What follows belongs to an exercise in optimizing a design on an open flow for a short achievable clock period and few clock cycles; a production flow would make more cautious choices.
Function was checked by simulation only, so behaviour that the tests miss may differ from the original.
No activity file was given, so power comes from the tool's default toggle rates.

==> flow/design.v <==
module ycpu_core (
    input  wire        clk,
    input  wire        rst,           
    output reg         bus_req,
    output reg         bus_we,
    output reg  [1:0]  bus_sel,       
    output reg  [14:0] bus_addr,
    output reg  [7:0]  bus_wdata,
    input  wire        bus_ack,
    input  wire        bus_err,
    input  wire [7:0]  bus_rdata,
    output wire        halted,
    output wire        fault,
    output wire [7:0]  pc_out
);
    localparam [3:0] OP_NOP = 4'd0,  OP_AND = 4'd1,  OP_OR  = 4'd2,  OP_NOT = 4'd3,
                     OP_ADD = 4'd4,  OP_SUB = 4'd5,  OP_MUL = 4'd6,  OP_DIV = 4'd7,
                     OP_SHL = 4'd8,  OP_SHR = 4'd9,  OP_ROL = 4'd10, OP_ROR = 4'd11,
                     OP_CPY = 4'd12, OP_CEQ = 4'd13, OP_CGT = 4'd14, OP_CLT = 4'd15;
    localparam [1:0] SEL_IMEM = 2'd0, SEL_DMEM = 2'd1, SEL_DEV = 2'd2;
    reg st_f0, st_f1, st_f2, st_l1, st_l2, st_ex, st_st;
    reg [7:0] pc;         
    reg [7:0] ibank;
    reg [7:0] dbank;
    reg [7:0] ir;         
    reg [7:0] a1, a2;     
    reg [7:0] b1, b2;     
    reg       err;
    reg       halted_r;
    reg       fault_r;
    reg [1:0] dcnt;
    reg [7:0] drem;       
    reg [7:0] dnum;       
    reg [7:0] dden;       
    reg [7:0] dquo;       
    reg       dneg;       
    wire [3:0] op = ir[3:0];
    wire       h  = ir[7];
    wire       s1 = ir[5];
    wire       s2 = ir[4];
    wire op_bin   = (op == OP_AND) || (op == OP_OR) || (op == OP_ADD) || (op == OP_SUB);
    wire op_cmp   = (op == OP_CEQ) || (op == OP_CGT) || (op == OP_CLT);
    wire op_unary = (op == OP_NOT) || (op == OP_SHL) || (op == OP_SHR) ||
                    (op == OP_ROL) || (op == OP_ROR);
    wire op_cpy   = (op == OP_CPY);
    wire op_mul   = (op == OP_MUL);
    wire op_div   = (op == OP_DIV);
    function is_core;         
        input [7:0] a;
        begin
            is_core = (a == 8'd0) || (a == 8'd192) || (a == 8'd193);
        end
    endfunction
    function [17:0] route;
        input [7:0] a;
        input [7:0] ib;
        input [7:0] db;
        reg   [5:0] slot;
        begin
            slot = a[5:0] - 6'd2;               
            if (!a[7])
                route = {a[6:0] != 7'd0, SEL_IMEM, ib, a[6:0]};
            else if (!a[6])
                route = {1'b1, SEL_DMEM, db, 1'b0, a[5:0]};
            else
                route = {a[5:1] != 5'd0, SEL_DEV, 9'd0, slot};
        end
    endfunction
    function [7:0] int_val;
        input [7:0] a;
        input [7:0] pcv, ib, db;
        begin
            if (a[7]) int_val = a[0] ? db : ib;
            else      int_val = pcv;
        end
    endfunction
    wire [17:0] r_a1 = route(a1, ibank, dbank);
    wire [17:0] r_a2 = route(a2, ibank, dbank);
    wire [17:0] r_rd = route(bus_rdata, ibank, dbank);
    wire        a1_core = is_core(a1);
    wire        a2_core = is_core(a2);
    wire [7:0]  ival1 = int_val(a1, pc, ibank, dbank);
    wire [7:0]  ival2 = int_val(a2, pc, ibank, dbank);
    wire [7:0] pc1 = pc + 8'd1;
    wire [7:0] pc2 = pc + 8'd2;
    wire [7:0] pc3 = pc + 8'd3;
    wire [7:0] pc6 = pc + 8'd6;
    wire       f3  = pc3 >= 8'd126;
    wire       f6  = pc6 >= 8'd126;
    wire       fail = bus_req & bus_sel[1] & bus_err;
    wire       ok   = bus_req & !(bus_sel[1] & bus_err);
    wire [7:0] y    = ({8{ok}} & bus_rdata) | ({8{!bus_req}} & ival2);
    function [7:0] unary;
        input [3:0] o;
        input [7:0] x;
        begin
            case (o)
                OP_NOT:  unary = ~x;
                OP_SHL:  unary = {x[6:0], 1'b0};
                OP_SHR:  unary = {1'b0, x[7:1]};
                OP_ROL:  unary = {x[6:0], x[7]};
                OP_ROR:  unary = {x[0], x[7:1]};
                default: unary = x;
            endcase
        end
    endfunction
    function [7:0] binop;
        input [3:0] o;
        input [7:0] x, z;
        begin
            case (o)
                OP_AND:  binop = x & z;
                OP_OR:   binop = x | z;
                OP_ADD:  binop = x + z;
                default: binop = x - z;
            endcase
        end
    endfunction
    function skipf;           
        input [3:0] o;
        input       sx, sz;
        input [7:0] x, z;
        reg signed [8:0] vx, vz;
        begin
            vx = {sx & x[7], x};
            vz = {sz & z[7], z};
            case (o)
                OP_CEQ:  skipf = (vx != vz);
                OP_CGT:  skipf = !(vx > vz);
                default: skipf = !(vx < vz);
            endcase
        end
    endfunction
    wire [7:0] bin_l2  = binop(op, b1, y);
    wire       skip_l2 = skipf(op, s1, s2, b1, y);
    wire [7:0] bin_l1  = binop(op, y, ival2);
    wire       skip_l1 = skipf(op, s1, s2, y, ival2);
    wire       n1   = s1 & b1[7];
    wire       n2   = s2 & y[7];
    wire [7:0] amag = n1 ? (8'd0 - b1) : b1;
    wire [7:0] t1   = n2 ? y : ~y;
    wire [8:0] q0s  = {1'b0, amag} + {1'b0, t1} + {8'd0, ~n2};
    wire       q0   = !q0s[8];                            
    wire [8:0] t2   = n2 ? {y, 1'b0} : {~y, 1'b1};
    wire [9:0] q1s  = {2'b00, amag} + {1'b0, t2} + {9'd0, ~n2};
    wire       dfast = !q1s[9];                           
    wire [7:0] dfast_res = q0 ? 8'h00 : ((n1 ^ n2) ? 8'hFF : 8'h01);
    wire [7:0] bmag = (s2 & b2[7]) ? (8'd0 - b2) : b2;
    wire [7:0] den  = (dcnt == 2'd0) ? bmag : dden;
    wire [7:0] num  = (dcnt == 2'd0) ? amag : dnum;
    wire [7:0] rin  = (dcnt == 2'd0) ? 8'd0 : drem;
    wire [8:0] p1   = {rin, num[7]};
    wire [9:0] d1   = {1'b0, p1} - {2'b00, den};
    wire       qb1  = !d1[9];
    wire [7:0] r1   = qb1 ? d1[7:0] : p1[7:0];
    wire [8:0] p2   = {r1, num[6]};
    wire [9:0] d2   = {1'b0, p2} - {2'b00, den};
    wire       qb2  = !d2[9];
    wire [7:0] r2   = qb2 ? d2[7:0] : p2[7:0];
    wire [7:0] qnew = {dquo[5:0], qb1, qb2};
    wire       dneg_now = (dcnt == 2'd0) ? ((s1 & b1[7]) ^ (s2 & b2[7])) : dneg;
    wire [7:0] dslow_res = dneg_now ? (8'd0 - qnew) : qnew;
    wire [7:0] mul_res = b1 * b2;
    wire [7:0] ypc3 = y + 8'd3;
    wire       yf3  = ypc3 >= 8'd126;
    wire [7:0] wpc3 = bus_wdata + 8'd3;
    wire       wf3  = wpc3 >= 8'd126;
    wire adv = !bus_req || bus_ack;
    task go_f0;
        begin
            {st_f0, st_f1, st_f2, st_l1, st_l2, st_ex, st_st} <= 7'b1000000;
        end
    endtask
    task go_none;
        begin
            {st_f0, st_f1, st_f2, st_l1, st_l2, st_ex, st_st} <= 7'b0000000;
        end
    endtask
    task go_l2;
        begin
            {st_f0, st_f1, st_f2, st_l1, st_l2, st_ex, st_st} <= 7'b0000100;
        end
    endtask
    task go_st;
        begin
            {st_f0, st_f1, st_f2, st_l1, st_l2, st_ex, st_st} <= 7'b0000001;
        end
    endtask
    task go_ex;
        begin
            {st_f0, st_f1, st_f2, st_l1, st_l2, st_ex, st_st} <= 7'b0000010;
        end
    endtask
    task finish;
        input       halt_i;       
        input [7:0] npc;          
        input       nf;           
        input [7:0] ib_new;       
        begin
            bus_we   <= 1'b0;
            bus_sel  <= SEL_IMEM;
            bus_addr <= {ib_new, npc[6:0]};
            if (halt_i) begin
                bus_req  <= 1'b0;
                halted_r <= 1'b1;
                go_none;
            end else if (nf) begin
                pc       <= npc;
                bus_req  <= 1'b0;
                fault_r  <= 1'b1;
                go_none;
            end else begin
                pc       <= npc;
                bus_req  <= 1'b1;
                go_f0;
            end
        end
    endtask
    always @(posedge clk) begin
        if (rst) begin
            go_f0;
            pc        <= 8'h00;
            ibank     <= 8'h00;
            dbank     <= 8'h00;
            err       <= 1'b0;
            halted_r  <= 1'b0;
            fault_r   <= 1'b0;
            bus_req   <= 1'b1;
            bus_we    <= 1'b0;
            bus_sel   <= SEL_IMEM;
            bus_addr  <= 15'd0;
            dcnt      <= 2'd0;
        end else if (adv) begin
            if (st_f0) begin
                ir       <= bus_rdata;
                bus_addr <= {ibank, pc1[6:0]};
                {st_f0, st_f1} <= 2'b01;
            end
            if (st_f1) begin
                a1       <= bus_rdata;
                bus_addr <= {ibank, pc2[6:0]};
                {st_f1, st_f2} <= 2'b01;
            end
            if (st_f2) begin
                a2  <= bus_rdata;
                err <= 1'b0;
                b1  <= ival1;
                if (op == OP_NOP) begin
                    finish(1'b0, pc3, f3, ibank);
                end else if (!a1_core) begin
                    {bus_req, bus_sel, bus_addr} <= r_a1;
                    {st_f2, st_l1} <= 2'b01;
                end else if (op_unary) begin
                    bus_req   <= 1'b0;
                    bus_wdata <= unary(op, ival1);
                    go_st;
                end else if (op_cpy) begin
                    {bus_req, bus_sel, bus_addr} <= r_rd;
                    bus_we    <= 1'b1;
                    bus_wdata <= ival1;
                    go_st;
                end else begin
                    {bus_req, bus_sel, bus_addr} <= r_rd;
                    go_l2;
                end
            end
            if (st_l1) begin
                b1  <= y;
                b2  <= ival2;
                err <= err | fail;
                if (op_cpy) begin
                    if (!a2_core) begin
                        {bus_req, bus_sel, bus_addr} <= r_a2;
                        bus_we    <= 1'b1;
                        bus_wdata <= y;
                        go_st;
                    end else if (a2 == 8'd0) begin
                        pc <= y;
                        finish(h & (err | fail), ypc3, yf3, ibank);
                    end else if (!a2[0]) begin
                        ibank <= y;
                        finish(h & (err | fail), pc3, f3, y);
                    end else begin
                        dbank <= y;
                        finish(h & (err | fail), pc3, f3, ibank);
                    end
                end else if (op_unary) begin
                    bus_we    <= 1'b1;
                    bus_wdata <= unary(op, y);
                    go_st;
                end else if (a2_core && op_bin) begin
                    {bus_req, bus_sel, bus_addr} <= r_a1;
                    bus_we    <= 1'b1;
                    bus_wdata <= bin_l1;
                    go_st;
                end else if (a2_core && op_cmp) begin
                    finish(h & (err | fail), skip_l1 ? pc6 : pc3, skip_l1 ? f6 : f3, ibank);
                end else begin
                    {bus_req, bus_sel, bus_addr} <= r_a2;
                    go_l2;
                end
            end
            if (st_l2) begin
                b2   <= y;
                err  <= err | fail;
                dcnt <= 2'd0;
                if (op_cmp) begin
                    finish(h & (err | fail), skip_l2 ? pc6 : pc3, skip_l2 ? f6 : f3, ibank);
                end else if (op_bin || (op_div && dfast)) begin
                    {bus_req, bus_sel, bus_addr} <= r_a1;
                    bus_we    <= 1'b1;
                    bus_wdata <= op_bin ? bin_l2 : dfast_res;
                    go_st;
                end else begin
                    bus_req <= 1'b0;
                    go_ex;
                end
            end
            if (st_ex) begin
                if (op_mul) begin
                    {bus_req, bus_sel, bus_addr} <= r_a1;
                    bus_we    <= 1'b1;
                    bus_wdata <= mul_res;
                    go_st;
                end else if (b2 == 8'd0) begin
                    finish(h, pc3, f3, ibank);
                end else begin
                    dcnt  <= dcnt + 2'd1;
                    drem  <= r2;
                    dnum  <= {num[5:0], 2'b00};
                    dden  <= den;
                    dquo  <= qnew;
                    dneg  <= dneg_now;
                    if (dcnt == 2'd3) begin
                        {bus_req, bus_sel, bus_addr} <= r_a1;
                        bus_we    <= 1'b1;
                        bus_wdata <= dslow_res;
                        go_st;
                    end
                end
            end
            if (st_st) begin
                if (bus_req) begin
                    finish(h & (err | fail), pc3, f3, ibank);
                end else begin
                    case (op_cpy ? a2 : a1)
                        8'd0: begin
                            pc <= bus_wdata;
                            finish(h & err, wpc3, wf3, ibank);
                        end
                        8'd192: begin
                            ibank <= bus_wdata;
                            finish(h & err, pc3, f3, bus_wdata);
                        end
                        default: begin
                            dbank <= bus_wdata;
                            finish(h & err, pc3, f3, ibank);
                        end
                    endcase
                end
            end
        end
    end
    assign halted = halted_r;
    assign fault  = fault_r;
    assign pc_out = pc;
endmodule
==> flow/run.sh <==
#!/bin/bash
# synth_recipe.tcl (not shown) runs the flow's synth.tcl, then flattens the netlist and writes it again
# the make line also repeats each setting of config.mk as NAME=value (left out here)
make -C /OpenROAD-flow-scripts/flow DESIGN_CONFIG=/design/flow/config.mk WORK_HOME=/design/flow/orfs CLKGATE_MAP_FILE= SYNTH_SCRIPT=/design/flow/synth_recipe.tcl finish
==> flow/config.mk <==
export PLATFORM = sky130hd
export DESIGN_NAME = ycpu_core
export DESIGN_NICKNAME = ycpu_core
export VERILOG_FILES = /design/flow/design.v
export SDC_FILE = /design/flow/constraint.sdc
export NUM_CORES = 4
export LEC_CHECK = 0
export CAP_MARGIN = 20
export CORE_MARGIN = 2
export CORE_UTILIZATION = 40
export SLEW_MARGIN = 20
==> flow/constraint.sdc <==
create_clock -name core_clock -period 15.0 [get_ports {clk}]
set_input_delay 3.0000 -clock core_clock [delete_from_list [all_inputs] [get_ports {clk}]]
set_output_delay 3.0000 -clock core_clock [all_outputs]
set_load 0.01 [all_outputs]
==> results of run 1 <==
-- critical path, cell delays in order --
cell and delay [ps]:
clkdlybuf4s50_1 470, a21boi_1 600, nand2_1 140, o21ai_2 80, buf_4 300, clkinv_1 480
ha_1 470, nor2_1 150, o311ai_0 180, a2111oi_0 850, o22ai_1 210, nand3_1 110
buf_4 290, mux2i_1 330, xnor2_1 160, o22ai_1 100, a21oi_1 220, o22ai_1 110
-- registers in the layout (all words and copies together), names as in the netlist, 2 cells and up --
signal / flops
a1: 8
ir: 7
b1: 8
dnum: 6
ibank: 8
dbank: 8
drem: 8
a2: 8
dden: 8
dquo: 6
bus_addr: 15
pc: 8
bus_wdata: 8
b2: 8
dcnt: 2
bus_sel: 2
-- logic make-up after synthesis --
kind of cell / synth area share (%)
compound gates: 29.8
xor+xnor: 7.59
fa+ha+maj: 11.6
buf+inv: 6.54
flops: 20.2
mux: 3.88
simple gates: 20.4
-- metal layers --
layer / vias to the layer above / global-route usage [%] / share of wire, %
li1: 8274 / - / -
met1: 9113 / 50.3 / 41
met2: 1372 / 51.6 / 40
met3: 271 / 12.6 / 13
met4: 2 / 18.7 / 5.5
met5: - / 1.11 / 0.055
-- final cells by class --
type	count	area [um2]	area share (%)
sequential	131	3380	18.5
multi-input combinational	1872	12300	67.3
tap	532	666	3.64
timing repair buffer	114	971	5.31
clock inverter	13	116	0.637
clock buffer	19	443	2.42
inverter	106	398	2.18
-- report_power, final --
part | switching [mW] | total, mW | internal, mW
registers | 0.0183 | 0.405 | 0.387
logic | 0.175 | 0.270 | 0.0948
clock network | 0.202 | 0.423 | 0.221
total | 0.395 | 1.10 | 0.703
-- placed cells by master, fill, tap and decap left out, types with 11 or more instances in the layout --
| master | Yosys | final |
|---|---|---|
| nor2b_1 | 21 | 21 |
| fa_1 | 16 | 16 |
| a221oi_1 | 18 | 18 |
| clkdlybuf4s50_1 | 0 | 47 |
| a31oi_1 | 30 | 30 |
| a211oi_1 | 43 | 42 |
| nor3_1 | 44 | 41 |
| xnor2_1 | 107 | 107 |
| nand3_1 | 50 | 50 |
| mux2i_1 | 45 | 45 |
| clkbuf_16 | 0 | 17 |
| and2_1 | 29 | 29 |
| dfxtp_1 | 55 | 54 |
| or3_1 | 21 | 21 |
| buf_4 | 4 | 66 |
| a21o_1 | 22 | 22 |
| o22ai_1 | 68 | 68 |
| xor2_1 | 38 | 38 |
| ha_1 | 129 | 129 |
| edfxtp_1 | 76 | 76 |
| o211ai_1 | 38 | 38 |
| a21oi_1 | 164 | 164 |
| nor4_1 | 14 | 14 |
| inv_1 | 99 | 99 |
| o221ai_1 | 37 | 37 |
| a22oi_1 | 24 | 24 |
| nor2_1 | 241 | 239 |
| nand2b_1 | 22 | 22 |
| o21ai_0 | 172 | 170 |
| o31ai_1 | 11 | 11 |
| nand2_1 | 279 | 279 |
-- through the flow --
step / hold WS (ps) / power [mW]
after floorplan: 464 / 0.569
after global routing: 527 / 1.13
after CTS: 488 / 1.09
after detailed placement: 467 / 0.671
after global placement: 458 / 0.669
final: 479 / 1.10
-- path summary, 6_finish.rpt --
check	end	slack [ps]	depth (start not counted)
setup / recovery	bus_addr[3]	7050	18
hold / removal	halted_r	480	2
setup reg to reg	bus_wdata[7]	8120	25
hold reg to reg	halted_r	480	2
==> run notes, run 1 <==
status=finished clean; Post-CTS Hold Fix Bufs=0; ANT nets after route=0; final hold vios=0; pin count of the biggest net entering global routing=58; DR pass1 iterations=8; Initial DRC Count=2,793; fin area=18,300 um2; cts repair resizes=0; final wirelength=81.6 mm; Synth area leader=edfxtp_1; Slew @ Worst Pin=1150 ps; Non-Filler Instances=2,787; most frequent cell after synthesis=nand2_1; die height=209 um; sequential share of the synthesized area=20.2%; crit path setup slack, layout=7050 ps; pwr dens=60.1 nW/um2; Worst Path Arrival=8290 ps; number of instances in the placed design=2,755; Yosys cell types=90; YS warnings=1; setup bufs post-CTS=0; worst vdd ir=85.9 uV; ys async rst share=0%; most common library cells after synthesis=nand2_1 (279), nor2_1 (241), o21ai_0 (172), a21oi_1 (164), clkbuf_1 (138); Max Freq=126 MHz; final global-route overflow total=0; Area growth syn-to-layout=9.15%; max_cap viols=0; Fin Clk Skew=15.7 ps; CP Capture Type=register; FP Rows=74; antenna violations before repair=0; Main synth FF type=edfxtp_1; CP startpoint=bus_err; IO Pins=49; Post-DP HPWL=59.9 mm; crit path time final=7950 ps; GPL Wtd Cong=1.04; DIE AREA=43,500 um2; clock tree buffer depth=2; DR vias/cell=6.83; flip-flop and latch count after synthesis=131; Hold Path Origin=halted_r; Synth top area share=13.6%; Post-DP Area=17,700 um2; Synth area leaders=edfxtp_1 (14%), ha_1 (9.6%), dfxtp_1 (6.6%); share of post-route cells with drive strength above 1=6.47%; clock transition at the registers of the reported paths=70 ps; Syn Inst Count=2,281; slew margin rel.=23.1%; Worst Setup Start Kind=input port; final setup TNS=0 ps; DR WL/cell=29.3 um; Finished Core Util=44.4%; first-pass GRT wire length=120 mm; Slew Viols, Final=0; Vias=19,000; clock latency (worst-skew pair)=500 ps; clock sink count=131; peak fanout along the critical path=18; Initial Utilization=40.7%; Final Cycle Share=53.0%; Post-Place Setup Slack=6750 ps; Die X=209 um; kind of critical path=input port to register; number of global-route vias before repair=17,700; reg2reg start=b1[1]; Fill cells=4,271; setup violators final=0; synthesized cell area=16,700 um2; TritonCTS Buffers=17; diode count=0; Post-synth EDFFs=76; required time of the critical path=15,340 ps; nets=2,399; core area=41,100 um2; DRC=0; hold crit path type=register to register; unrepaired setup endpoints after global routing=false; H-tree depth=4; GR Util All Layers=37.0%; Clock Tree Root=clkbuf_16; CTS tree=built; LEAKAGE=6.90 nW; input/output buffers=48; Mapped Avg Cell Area=7.34 um2
Testbench counts, summed over its fixed seeds: cycles 42,446.
==> inputs of run 2 (changes only) <==
--- a/flow/config.mk
+++ b/flow/config.mk
@@ -5,7 +5,9 @@
 export SDC_FILE = /design/flow/constraint.sdc
 export NUM_CORES = 4
 export LEC_CHECK = 0
+export ABC_CLOCK_PERIOD_IN_PS = 4000
 export CAP_MARGIN = 20
 export CORE_MARGIN = 2
 export CORE_UTILIZATION = 40
+export SETUP_SLACK_MARGIN = 5
 export SLEW_MARGIN = 20
==> run 2 against run 1 <==
Still clean on timing, DRC and antenna; setup slack unchanged; count of clock-buffer cells in the layout did not move; cell count stayed put; die area unchanged; via count did not move; combinational power about the same; global-route usage unchanged; critical path depth unchanged; sequential power about the same; routed wire length stayed put; maximum frequency did not move.
==> run notes, run 2 <==
Hold EP=halted_r; hold crit path type=register to register; Fill cells=4,271; input/output buffers=48; pwr dens=60.1 nW/um2; cts repair resizes=0; largest register by flop count=bus_addr; Slew @ Worst Pin=1150 ps; Post-synth EDFFs=76; Slew Viols, Final=0; first-pass GRT wire length=120 mm; Yosys cell types=90; pin count of the biggest net entering global routing=58; Post-CTS Hold Fix Bufs=0; Post-DP HPWL=59.9 mm; ys async rst share=0%; Hold Path Depth=2; Worst Path Arrival=8290 ps; kind of critical path=input port to register; GPL Wtd Cong=1.04; Initial DRC Count=2,793; Power Total=1.10 mW; Worst Setup Start Kind=input port; diode count=0; end of the worst register-to-register path=bus_wdata[7]; Post-Place Setup Slack=6750 ps; worst r2r path cells=25; ANT nets after route=0; Syn Inst Count=2,281; status=finished clean; Initial Utilization=40.7%; reg2reg setup slack=8120 ps; DR vias/cell=6.83; clock sink count=131; share of post-route cells with drive strength above 1=6.47%; clock transition at the registers of the reported paths=70 ps; Vias=19,000; most frequent cells in the layout=nand2_1 (279), nor2_1 (239), o21ai_0 (170), a21oi_1 (164), ha_1 (129); YS warnings=1; fin area=18,300 um2; Die X=209 um; Post-DP Area=17,700 um2; reg2reg start=b1[1]; antenna violations before repair=0; final global-route overflow total=0; DR pass1 iterations=8; slew margin rel.=23.1%; die height=209 um; Main synth FF type=edfxtp_1; setup bufs post-CTS=0; Synth area leaders=edfxtp_1 (14%), ha_1 (9.6%), dfxtp_1 (6.6%); nets=2,399; CP Capture Type=register; final wirelength=81.6 mm; DIE AREA=43,500 um2; FP Rows=74; most common library cells after synthesis=nand2_1 (279), nor2_1 (241), o21ai_0 (172), a21oi_1 (164), clkbuf_1 (138); setup violators final=0; LEAKAGE=6.90 nW; clock tree buffer depth=2; Synth area leader=edfxtp_1; DR WL/cell=29.3 um; commonest non-fill, non-tap cell in the layout=nand2_1; Multi-input gate area=12,300 um2; IO Pins=49; final hold vios=0; required time of the critical path=15,340 ps; TritonCTS Buffers=17; Clock Tree Root=clkbuf_16; max reg flops=15; Mapped Avg Cell Area=7.34 um2; H-tree depth=4; Area growth syn-to-layout=9.15%; final setup TNS=0 ps; Final Cycle Share=53.0%; Hold Path Origin=halted_r; sequential share of the synthesized area=20.2%; sequential cell area=3380 um2; number of global-route vias before repair=17,700; Synth top area share=13.6%; most frequent cell after synthesis=nand2_1; max_cap viols=0; clock latency (worst-skew pair)=500 ps; Fin Clk Skew=15.7 ps; DRC=0; crit path time final=7950 ps; worst vdd ir=85.9 uV; CTS tree=built; flip-flop and latch count after synthesis=131; Max Freq=126 MHz; unrepaired setup endpoints after global routing=false; core area=41,100 um2; GR Util All Layers=37.0%; peak fanout along the critical path=18; crit path setup slack, layout=7050 ps; synthesized cell area=16,700 um2
run 2: cell counts in the layout (fill, tap and decap cells not counted):
No cell type changed its count.
run 2: report_power, final:
| group | internal (mW) | leakage, nW | switching (mW) |
|---|---|---|---|
| sequential | 0.387 | 1.14 | 0.0183 |
| clock | 0.221 | 0.275 | 0.202 |
| combinational | 0.0948 | 5.49 | 0.175 |
| total | 0.703 | 6.90 | 0.395 |
run 2: per-layer routing:
| metal | vias to the layer above | GRT usage, % | routed length, um | share of wire [%] |
|---|---|---|---|---|
| met2 | 1372 | 51.6 | 32400 | 40 |
| met1 | 9113 | 50.3 | 33600 | 41 |
| met4 | 2 | 18.7 | 4490 | 5.5 |
| li1 | 8274 | - | - | - |
| met3 | 271 | 12.6 | 11000 | 13 |
| met5 | - | 1.11 | 45 | 0.055 |
run 2: final cells by class:
class                   instances  share of cell area, %
repair buffers                114                   5.31
multi-input cells            1872                   67.3
flip-flops and latches        131                   18.5
inverters                     106                   2.18
clock inverters                13                  0.637
clock buffers                  19                   2.42
well taps                     532                   3.64
run 2: logic make-up after synthesis:
kind of cell / after synthesis / synth area share, %
simple gates: 763 / 20.4
compound gates: 757 / 29.8
buf+inv: 278 / 6.54
xor+xnor: 145 / 7.59
fa+ha+maj: 145 / 11.6
flops: 131 / 20.2
mux: 62 / 3.88
run 2: worst max-delay path by stage:
stage          slack, ps    startpoint     endpoint
2_1_floorplan       8230  bus_rdata[7]        pc[3]
3_3_place_gp        6880       bus_err  bus_addr[3]
3_5_place_dp        6750       bus_err  bus_addr[3]
4_1_cts             7220       bus_err  bus_addr[2]
5_1_grt             6690       bus_err  bus_addr[2]
6_report            7050       bus_err  bus_addr[3]
run 2: critical path, cell delays in order:
cell             delay (ps)
clkdlybuf4s50_1         470
a21boi_1                600
nand2_1                 140
o21ai_2                  80
buf_4                   300
clkinv_1                480
ha_1                    470
nor2_1                  150
o311ai_0                180
a2111oi_0               850
o22ai_1                 210
nand3_1                 110
buf_4                   290
mux2i_1                 330
xnor2_1                 160
o22ai_1                 100
a21oi_1                 220
o22ai_1                 110
run 2: per-stage QoR:
step | cells | hold slack (ps) | util (%)
floorplan | 2281 | 464 | -
finish | 2787 | 479 | 44.4
global route | 2787 | 527 | 44.4
global placement | 2755 | 458 | 43.1
CTS | 2787 | 488 | 44.4
detailed placement | 2755 | 467 | 43.1
==> inputs of run 3 (changes only) <==
==> flow/flow/run.sh (new file) <==
#!/bin/bash
# Standard ORFS layout, with timing repair aiming well past the clock period
# so that the achieved period shrinks. Full tool output goes to the ORFS logs
# (orfs/logs/...) and to standard.log in the work folder.
set -euo pipefail
bash standard.sh finish SETUP_SLACK_MARGIN=10 > standard.log 2>&1
==> flow/standard.sh (new file) <==
#!/bin/bash
# synth_recipe.tcl (not shown) runs the flow's synth.tcl, then flattens the netlist and writes it again
# the make line also repeats each setting of config.mk as NAME=value (left out here)
make -C /OpenROAD-flow-scripts/flow DESIGN_CONFIG=/design/flow/config.mk WORK_HOME=/design/flow/orfs CLKGATE_MAP_FILE= SYNTH_SCRIPT=/design/flow/synth_recipe.tcl "${@:-finish}"
--- a/flow/config.mk
+++ b/flow/config.mk
@@ -5,9 +5,7 @@
 export SDC_FILE = /design/flow/constraint.sdc
 export NUM_CORES = 4
 export LEC_CHECK = 0
-export ABC_CLOCK_PERIOD_IN_PS = 4000
 export CAP_MARGIN = 20
 export CORE_MARGIN = 2
 export CORE_UTILIZATION = 40
-export SETUP_SLACK_MARGIN = 5
 export SLEW_MARGIN = 20
removed: flow/run.sh
==> run 3 against run 2 <==
Routed wire length increased by 6.5%; non-clock buffer count increased by 195; area after synthesis unchanged.
==> run notes, run 3 <==
DIE AREA=43,500 um2; Fin Clk Skew=14.6 ps; Worst Path Arrival=6410 ps; sequential cell area=3390 um2; kind of critical path=input port to register; Area growth syn-to-layout=30.5%; Synth top area share=13.6%; most frequent cells in the layout=nand2_1 (262), nor2_1 (227), buf_4 (183), o21ai_0 (141), a21oi_1 (140); most frequent cell after synthesis=nand2_1; ANT nets after route=0; pwr dens=55.3 nW/um2; ys async rst share=0%; Multi-input gate area=13,900 um2; diode count=0; number of global-route vias before repair=18,900; max_cap viols=0; Hold Path Origin=halted_r; slew margin rel.=26.0%; Post-synth EDFFs=76; worst vdd ir=94.5 uV; most common library cells after synthesis=nand2_1 (279), nor2_1 (241), o21ai_0 (172), a21oi_1 (164), clkbuf_1 (138); final global-route overflow total=0; clock sink count=131; Slew Viols, Final=0; DR pass1 iterations=7; end of the worst register-to-register path=bus_wdata[6]; Mapped Avg Cell Area=7.34 um2; GPL Wtd Cong=1.05; Synth area leaders=edfxtp_1 (14%), ha_1 (9.6%), dfxtp_1 (6.6%); largest register by flop count=bus_addr; setup violators final=0; Power Total=1.21 mW; Post-DP Area=18,100 um2; final setup TNS=0 ps; Slew @ Worst Pin=1100 ps; Initial DRC Count=3,215; Final Cycle Share=40.4%; Vias=20,200; share of post-route cells with drive strength above 1=23.5%; DRC=0; Syn Inst Count=2,281; Max Freq=165 MHz; synthesized cell area=16,700 um2; Fill cells=3,880; crit path time final=6060 ps; clock tree buffer depth=2; H-tree depth=4; Synth area leader=edfxtp_1; input/output buffers=48; Worst Setup Start Kind=input port; nets=2,595; required time of the critical path=15,350 ps; Hold Path Depth=2; clock transition at the registers of the reported paths=70 ps; YS warnings=1; final wirelength=86.9 mm; Switching Share=36.0%; Comb pwr share=31.3%; CP Capture Type=register; final hold vios=0; flip-flop and latch count after synthesis=131; max reg flops=15; commonest non-fill, non-tap cell in the layout=nand2_1; worst r2r path cells=28; CP startpoint=bus_err; first-pass GRT wire length=126 mm; die height=209 um; Yosys cell types=90; antenna violations before repair=5; TritonCTS Buffers=17; Sequential Power Share=33.2%; status=finished clean; LEAKAGE=8.24 nW; FP Rows=74; peak fanout along the critical path=5; Clock Tree Root=clkbuf_16; DR vias/cell=6.78; reg2reg setup slack=9520 ps; CTS tree=built; fin area=21,800 um2; internal power=0.774 mW; Post-DP HPWL=58.8 mm; Clk pwr share=35.5%; Hold EP=halted_r; Die X=209 um; sequential share of the synthesized area=20.2%; GR Util All Layers=38.9%; clock latency (worst-skew pair)=500 ps; pin count of the biggest net entering global routing=51; Main synth FF type=edfxtp_1; unrepaired setup endpoints after global routing=true; DR WL/cell=29.1 um; reg2reg start=b2[0]; core area=41,100 um2; Net Sw Power=0.435 mW; IO Pins=49; Initial Utilization=40.7%; hold crit path type=register to register
-- run 3: power by group through the flow --
stage	sequential, mW	clock, mW	combinational [mW]
floorplan	0.402	0	0.182
global placement	0.411	0	0.265
detailed placement	0.411	0	0.268
CTS	0.401	0.428	0.336
global route	0.402	0.443	0.393
finish	0.402	0.429	0.378
-- run 3: worst max-delay path, stage by stage --
cell and delay [ps]:
buf_8 110, a21boi_4 300, buf_6 180, nand2_4 50, o21ai_4 110, buf_6 190
buf_6 120, ha_4 120, nand4_1 110, or3_1 370, o211ai_1 190, a21boi_4 280
a21oi_4 120, o211ai_1 500, xor2_1 240, nand2_1 90, a41oi_2 220, o22ai_1 100
-- run 3: what timing repair did --
action                                  4_1_cts  5_1_grt
endpoints found under the setup margin       76       65
endpoints found under the hold margin         0        0
buffers inserted                            156       42
gates cloned                                  1        0
resized for setup                           268       82
hold buffers                                  0        0
pin swaps                                   127       81
-- run 3: through the flow --
stage | utilization, % | hold slack [ps] | std cells | worst slack, ps
finish | 53.1 | 475 | 2983 | 8940
global route | 53.1 | 519 | 2983 | 8880
CTS | 51.2 | 485 | 2941 | 9110
detailed placement | 44.0 | 465 | 2752 | 7150
global placement | 44.0 | 455 | 2752 | 7340
floorplan | - | 464 | 2281 | 8870
-- run 3: layout make-up --
cell class	instances	share of cell area [%]
well taps	532	3.05
inverters	106	2.07
clock buffers	18	1.96
repair buffers	309	13.1
flip-flops and latches	131	15.5
clock inverters	14	0.596
multi-input cells	1873	63.7
-- run 3: cells by family after synthesis --
kind of cell | after synthesis | synth area share, %
simple gates | 763 | 20.4
compound gates | 757 | 29.8
buf+inv | 278 | 6.54
xor+xnor | 145 | 7.59
fa+ha+maj | 145 | 11.6
flops | 131 | 20.2
mux | 62 | 3.88
-- run 3: how the worst max path moves through the flow --
| stage | to | slack, ps | cells after the start |
|---|---|---|---|
| 5_1_grt | bus_addr[3] | 8880 | 16 |
| 3_5_place_dp | bus_addr[3] | 7150 | 16 |
| 4_1_cts | bus_addr[5] | 9110 | 16 |
| 6_report | bus_addr[3] | 8940 | 18 |
| 2_1_floorplan | pc[3] | 8870 | 17 |
| 3_3_place_gp | bus_addr[3] | 7340 | 16 |
-- run 3: per-layer routing --
metal	track usage [%]	wire length [um]	up-vias
li1	-	-	8668
met1	51.5	34100	9641
met2	56.7	35900	1586
met3	12.8	11900	333
met4	19.0	5010	8
met5	0	50	-
==> inputs of run 4 (changes only) <==
--- a/flow/design.v
+++ b/flow/design.v
@@ -28,7 +28,8 @@
     reg       err;
     reg       halted_r;
     reg       fault_r;
-    reg [1:0] dcnt;
+    reg [1:0] dcnt;       
+    reg       ex_first;   
     reg [7:0] drem;       
     reg [7:0] dnum;       
     reg [7:0] dden;       
@@ -145,21 +146,42 @@
     wire [9:0] q1s  = {2'b00, amag} + {1'b0, t2} + {9'd0, ~n2};
     wire       dfast = !q1s[9];                           
     wire [7:0] dfast_res = q0 ? 8'h00 : ((n1 ^ n2) ? 8'hFF : 8'h01);
-    wire [7:0] bmag = (s2 & b2[7]) ? (8'd0 - b2) : b2;
-    wire [7:0] den  = (dcnt == 2'd0) ? bmag : dden;
-    wire [7:0] num  = (dcnt == 2'd0) ? amag : dnum;
-    wire [7:0] rin  = (dcnt == 2'd0) ? 8'd0 : drem;
-    wire [8:0] p1   = {rin, num[7]};
-    wire [9:0] d1   = {1'b0, p1} - {2'b00, den};
-    wire       qb1  = !d1[9];
-    wire [7:0] r1   = qb1 ? d1[7:0] : p1[7:0];
-    wire [8:0] p2   = {r1, num[6]};
-    wire [9:0] d2   = {1'b0, p2} - {2'b00, den};
-    wire       qb2  = !d2[9];
-    wire [7:0] r2   = qb2 ? d2[7:0] : p2[7:0];
-    wire [7:0] qnew = {dquo[5:0], qb1, qb2};
-    wire       dneg_now = (dcnt == 2'd0) ? ((s1 & b1[7]) ^ (s2 & b2[7])) : dneg;
-    wire [7:0] dslow_res = dneg_now ? (8'd0 - qnew) : qnew;
+    wire       n1b  = s1 & b1[7];
+    wire       n2b  = s2 & b2[7];
+    wire [7:0] bmag = n2b ? (8'd0 - b2) : b2;
+    wire       qneg = n1b ^ n2b;
+    function [9:0] dstep2;    
+        input [7:0] r;
+        input       u1, u0;
+        input [7:0] d;
+        reg   [9:0] t;
+        reg         qa, qb;
+        reg   [7:0] ra;
+        begin
+            t  = {1'b0, r, u1} - {2'b00, d};
+            qa = !t[9];
+            ra = qa ? t[7:0] : {r[6:0], u1};
+            t  = {1'b0, ra, u0} - {2'b00, d};
+            qb = !t[9];
+            dstep2 = {qa, qb, qb ? t[7:0] : {ra[6:0], u0}};
+        end
+    endfunction
+    wire       ge6 = {2'b00, amag[7:6]} >= bmag;
+    wire       ge4 = {4'b0000, amag[7:4]} >= bmag;
+    wire       ge2 = {6'b000000, amag[7:2]} >= bmag;
+    wire [9:0] s_j0 = dstep2({2'b00, amag[7:2]}, amag[1], amag[0], bmag);
+    wire [9:0] s_j1 = dstep2({4'b0000, amag[7:4]}, amag[3], amag[2], bmag);
+    wire [9:0] s_j2 = dstep2({6'b000000, amag[7:6]}, amag[5], amag[4], bmag);
+    wire [9:0] s_j3 = dstep2(8'd0, amag[7], amag[6], bmag);
+    wire [9:0] s_0  = ge6 ? s_j3 : ge4 ? s_j2 : ge2 ? s_j1 : s_j0;
+    wire [1:0] j0   = ge6 ? 2'd3 : ge4 ? 2'd2 : ge2 ? 2'd1 : 2'd0;
+    wire [7:0] nrest = ge6 ? {amag[5:0], 2'b00} : ge4 ? {amag[3:0], 4'b0000} :
+                       {amag[1:0], 6'b000000};
+    wire [7:0] q_first = {6'd0, s_0[9:8]};
+    wire [7:0] r_first = qneg ? (8'd0 - q_first) : q_first;
+    wire [9:0] s_n   = dstep2(drem, dnum[7], dnum[6], dden);
+    wire [7:0] q_next = {dquo[5:0], s_n[9:8]};
+    wire [7:0] r_next = dneg ? (8'd0 - q_next) : q_next;
     wire [7:0] mul_res = b1 * b2;
     wire [7:0] ypc3 = y + 8'd3;
     wire       yf3  = ypc3 >= 8'd126;
@@ -230,6 +252,7 @@
             bus_sel   <= SEL_IMEM;
             bus_addr  <= 15'd0;
             dcnt      <= 2'd0;
+            ex_first  <= 1'b0;
         end else if (adv) begin
             if (st_f0) begin
                 ir       <= bus_rdata;
@@ -295,17 +318,23 @@
                     go_st;
                 end else if (a2_core && op_cmp) begin
                     finish(h & (err | fail), skip_l1 ? pc6 : pc3, skip_l1 ? f6 : f3, ibank);
+                end else if (a2_core) begin
+                    ex_first <= 1'b1;
+                    bus_req  <= 1'b0;
+                    go_ex;
                 end else begin
                     {bus_req, bus_sel, bus_addr} <= r_a2;
                     go_l2;
                 end
             end
             if (st_l2) begin
-                b2   <= y;
-                err  <= err | fail;
-                dcnt <= 2'd0;
+                b2       <= y;
+                err      <= err | fail;
+                ex_first <= 1'b1;
                 if (op_cmp) begin
                     finish(h & (err | fail), skip_l2 ? pc6 : pc3, skip_l2 ? f6 : f3, ibank);
+                end else if (op_div && y == 8'd0) begin
+                    finish(h, pc3, f3, ibank);
                 end else if (op_bin || (op_div && dfast)) begin
                     {bus_req, bus_sel, bus_addr} <= r_a1;
                     bus_we    <= 1'b1;
@@ -317,24 +346,36 @@
                 end
             end
             if (st_ex) begin
+                ex_first <= 1'b0;
                 if (op_mul) begin
                     {bus_req, bus_sel, bus_addr} <= r_a1;
                     bus_we    <= 1'b1;
                     bus_wdata <= mul_res;
                     go_st;
-                end else if (b2 == 8'd0) begin
-                    finish(h, pc3, f3, ibank);
+                end else if (ex_first) begin
+                    if (b2 == 8'd0) begin
+                        finish(h, pc3, f3, ibank);
+                    end else if (j0 == 2'd0) begin
+                        {bus_req, bus_sel, bus_addr} <= r_a1;
+                        bus_we    <= 1'b1;
+                        bus_wdata <= r_first;
+                        go_st;
+                    end
+                    dcnt <= j0;
+                    drem <= s_0[7:0];
+                    dnum <= nrest;
+                    dden <= bmag;
+                    dquo <= q_first;
+                    dneg <= qneg;
                 end else begin
-                    dcnt  <= dcnt + 2'd1;
-                    drem  <= r2;
-                    dnum  <= {num[5:0], 2'b00};
-                    dden  <= den;
-                    dquo  <= qnew;
-                    dneg  <= dneg_now;
-                    if (dcnt == 2'd3) begin
+                    dcnt <= dcnt - 2'd1;
+                    drem <= s_n[7:0];
+                    dnum <= {dnum[5:0], 2'b00};
+                    dquo <= q_next;
+                    if (dcnt == 2'd1) begin
                         {bus_req, bus_sel, bus_addr} <= r_a1;
                         bus_we    <= 1'b1;
-                        bus_wdata <= dslow_res;
+                        bus_wdata <= r_next;
                         go_st;
                     end
                 end
==> run 4 against run 3 <==
Setup slack got worse by 15 ps; count of clock-buffer cells in the layout fell by 1; global-route usage is 2.1 points higher; critical path type unchanged; critical endpoint is now bus_wdata[1]; largest power group is now combinational cells; highest routed layer unchanged.
==> run notes, run 4 <==
slew margin rel.=13.5%; commonest non-fill, non-tap cell in the layout=nor2_1; final setup TNS=0 ps; DRC=0; ys async rst share=0%; Power Total=1.45 mW; pwr dens=56.3 nW/um2; most common library cells after synthesis=nor2_1 (275), nand2_1 (262), a21oi_1 (190), ha_1 (188), o21ai_0 (184); LEAKAGE=9.73 nW; worst vdd ir=94.1 uV; ANT nets after route=0; synthesized cell area=20,800 um2; Worst Setup Start Kind=input port; DR pass1 iterations=6; CP Capture Type=register; Post-synth EDFFs=76; FP Rows=83; Fill cells=4,997; clock transition at the registers of the reported paths=70 ps; core area=51,400 um2; setup violators final=0; peak fanout along the critical path=7; Die X=232 um; Clock Tree Root=clkbuf_16; Initial Utilization=40.5%; share of post-route cells with drive strength above 1=21.0%; end of the worst register-to-register path=bus_wdata[5]; worst r2r path cells=26; YS warnings=1; Synth top area share=11.3%; Hold EP=halted_r; status=finished clean; Fin Clk Skew=15.8 ps; clock tree buffer depth=2; Area growth syn-to-layout=23.9%; reg2reg setup slack=9180 ps; CTS tree=built; number of global-route vias before repair=23,400; Post-CTS Hold Fix Bufs=0; input/output buffers=48; IO Pins=49; DIE AREA=53,800 um2; max_cap viols=0; TritonCTS Buffers=17; sequential share of the synthesized area=16.4%; Synth area leaders=ha_1 (11%), edfxtp_1 (11%), dfxtp_1 (5.4%); max reg flops=15; Slew @ Worst Pin=1290 ps; hold crit path type=register to register; Initial DRC Count=3,365; clock latency (worst-skew pair)=510 ps; crit path time final=6070 ps; DR vias/cell=6.90; Worst Path Arrival=6320 ps; Synth area leader=ha_1; Hold Path Origin=halted_r; Fin Hold WS=456 ps; DR WL/cell=31.2 um; H-tree depth=4; Main synth FF type=edfxtp_1; Final Cycle Share=40.5%; pin count of the biggest net entering global routing=48; Yosys cell types=116; Vias=24,800; largest register by flop count=bus_addr; kind of critical path=input port to register; flip-flop and latch count after synthesis=132; first-pass GRT wire length=162 mm; clock sink count=132; Hold Path Depth=2; Mapped Avg Cell Area=7.52 um2; nets=3,127; unrepaired setup endpoints after global routing=true; reg2reg start=b1[0]; Syn Inst Count=2,768; required time of the critical path=15,250 ps; Slew Viols, Final=0; final hold vios=0; final wirelength=112 mm; final global-route overflow total=0; most frequent cells in the layout=nor2_1 (261), nand2_1 (254), buf_4 (211), a21oi_1 (173), ha_1 (165); die height=232 um; Post-DP HPWL=79.5 mm; most frequent cell after synthesis=nor2_1; GR Util All Layers=41.0%; GPL Wtd Cong=1.01; Max Freq=165 MHz; antenna violations before repair=7
[run 4: changes by cell type in the layout (fill, tap and decap cells not counted), moves of 22 or more]
cell,delta
a21o_1,+22
ha_1,+66
inv_1,+26
buf_4,+28
a21oi_1,+33
nor3_1,+28
nor2_1,+34
buf_6,-34
[run 4: per-stage QoR]
stage	util, %	setup slack (ps)	cell area [um2]	std cells
floorplan	-	8450	21100	2773
detailed placement	43.1	6760	22100	3385
finish	50.1	8930	25800	3600
global route	50.1	8860	25800	3597
global placement	43.1	6890	22100	3385
CTS	48.3	9050	24800	3552
[run 4: per-layer routing]
layer	vias to the layer above	GRT usage [%]	part of all wire [%]
met5	-	0	0.048
met4	8	18.9	5.2
li1	10700	-	-
met1	12000	54.8	41
met3	419	11.9	12
met2	1755	60.4	42
[run 4: worst max path at each step]
stage / from / endpoint / slack (ps)
floorplan: bus_err / bus_addr[4] / 8450
global placement: bus_err / bus_wdata[1] / 6890
detailed placement: bus_err / bus_wdata[1] / 6760
CTS: bus_rdata[7] / bus_addr[4] / 9050
global route: bus_rdata[7] / bus_wdata[5] / 8860
finish: bus_rdata[7] / bus_wdata[1] / 8930
[run 4: cell type report]
| class | count | area [um2] | share of cell area [%] |
|---|---|---|---|
| clock buffer | 17 | 425 | 1.65 |
| timing repair buffer | 302 | 2670 | 10.4 |
| sequential | 132 | 3410 | 13.2 |
| multi-input combinational | 2314 | 17600 | 68.5 |
| antenna | 3 | 7.51 | 0.0291 |
| clock inverter | 15 | 149 | 0.578 |
| inverter | 137 | 606 | 2.35 |
| tap | 680 | 851 | 3.30 |
[run 4: power breakdown]
part           leakage, nW  total, mW  internal, mW  switching [mW]
sequential            1.15      0.406         0.391          0.0152
clock                0.282      0.444         0.232           0.212
combinational         8.29      0.600         0.236           0.364
total                 9.73       1.45         0.859           0.592
[run 4: worst max-delay path, cell delays in order]
cell and delay [ps]:
buf_8 100, buf_12 120, and3_4 170, buf_12 120
o21ai_4 370, xnor2_4 170, ha_1 250, o21a_1 190
o2111ai_1 170, a21oi_1 80, a2111o_1 480, a211oi_4 310
buf_4 180, o31a_4 180, o21ai_1 90, a311o_1 340
[run 4: timing repair]
| action | CTS | global route |
|---|---|---|
| endpoints found under the setup margin | 80 | 92 |
| gates cloned | 1 | 0 |
| setup buffers | 134 | 45 |
| resized for setup | 258 | 104 |
| pin swaps | 65 | 68 |
[run 4: kinds of logic after synthesis]
logic type | synth area share [%]
xor gates and xnor gates | 6.01
buffers and inverters | 6.45
DFF | 16.4
AOI/OAI and AO/OA | 31.6
and+or+nand+nor | 21.1
adders and majority gates | 13.5
other | 0.0180
muxes | 4.91
Testbench counts of run 4, summed over its fixed seeds: cycles 42,053.

[port drivers added, routing unchanged]
The results above use ideal ports. As a check the final layouts listed here were re-extracted and re-timed, cells and wires unchanged.
Step 1 (the two cells are an assumption about what drives the block):
set clk [get_ports {clk}]
set_driving_cell -lib_cell sky130_fd_sc_hd__clkbuf_16 $clk
set_driving_cell -lib_cell sky130_fd_sc_hd__buf_2 [delete_from_list [all_inputs] $clk]
Step 2 adds t to the input delays and takes it off the output delays; t is the mean of the earliest and latest rising clock arrival at the registers after step 1. Input paths then give back, and output paths get back, about the clock's delay inside the block.
a / b / c = no drivers / after step 1 / after step 2; a / b = the first two.
run | t, ns | slack for setup (ns) | clock arrival spread, ns | worst data-port slew with drivers (ns)
run 1 | 0.546 | 7.048 / 7.086 / 6.540 | 0.015 / 0.016 | 0.04
run 2 | 0.546 | 7.048 / 7.086 / 6.540 | 0.015 / 0.016 | 0.04
run 3 | 0.550 | 8.943 / 8.962 / 8.411 | 0.014 / 0.015 | 0.06
run 4 | 0.563 | 8.928 / 8.943 / 8.380 | 0.016 / 0.016 | 0.05
After both steps every run listed still meets setup and hold. For run 4, which loses most, drivers alone change the setup slack by +0.015 ns; drivers and shift together by -0.548 ns.
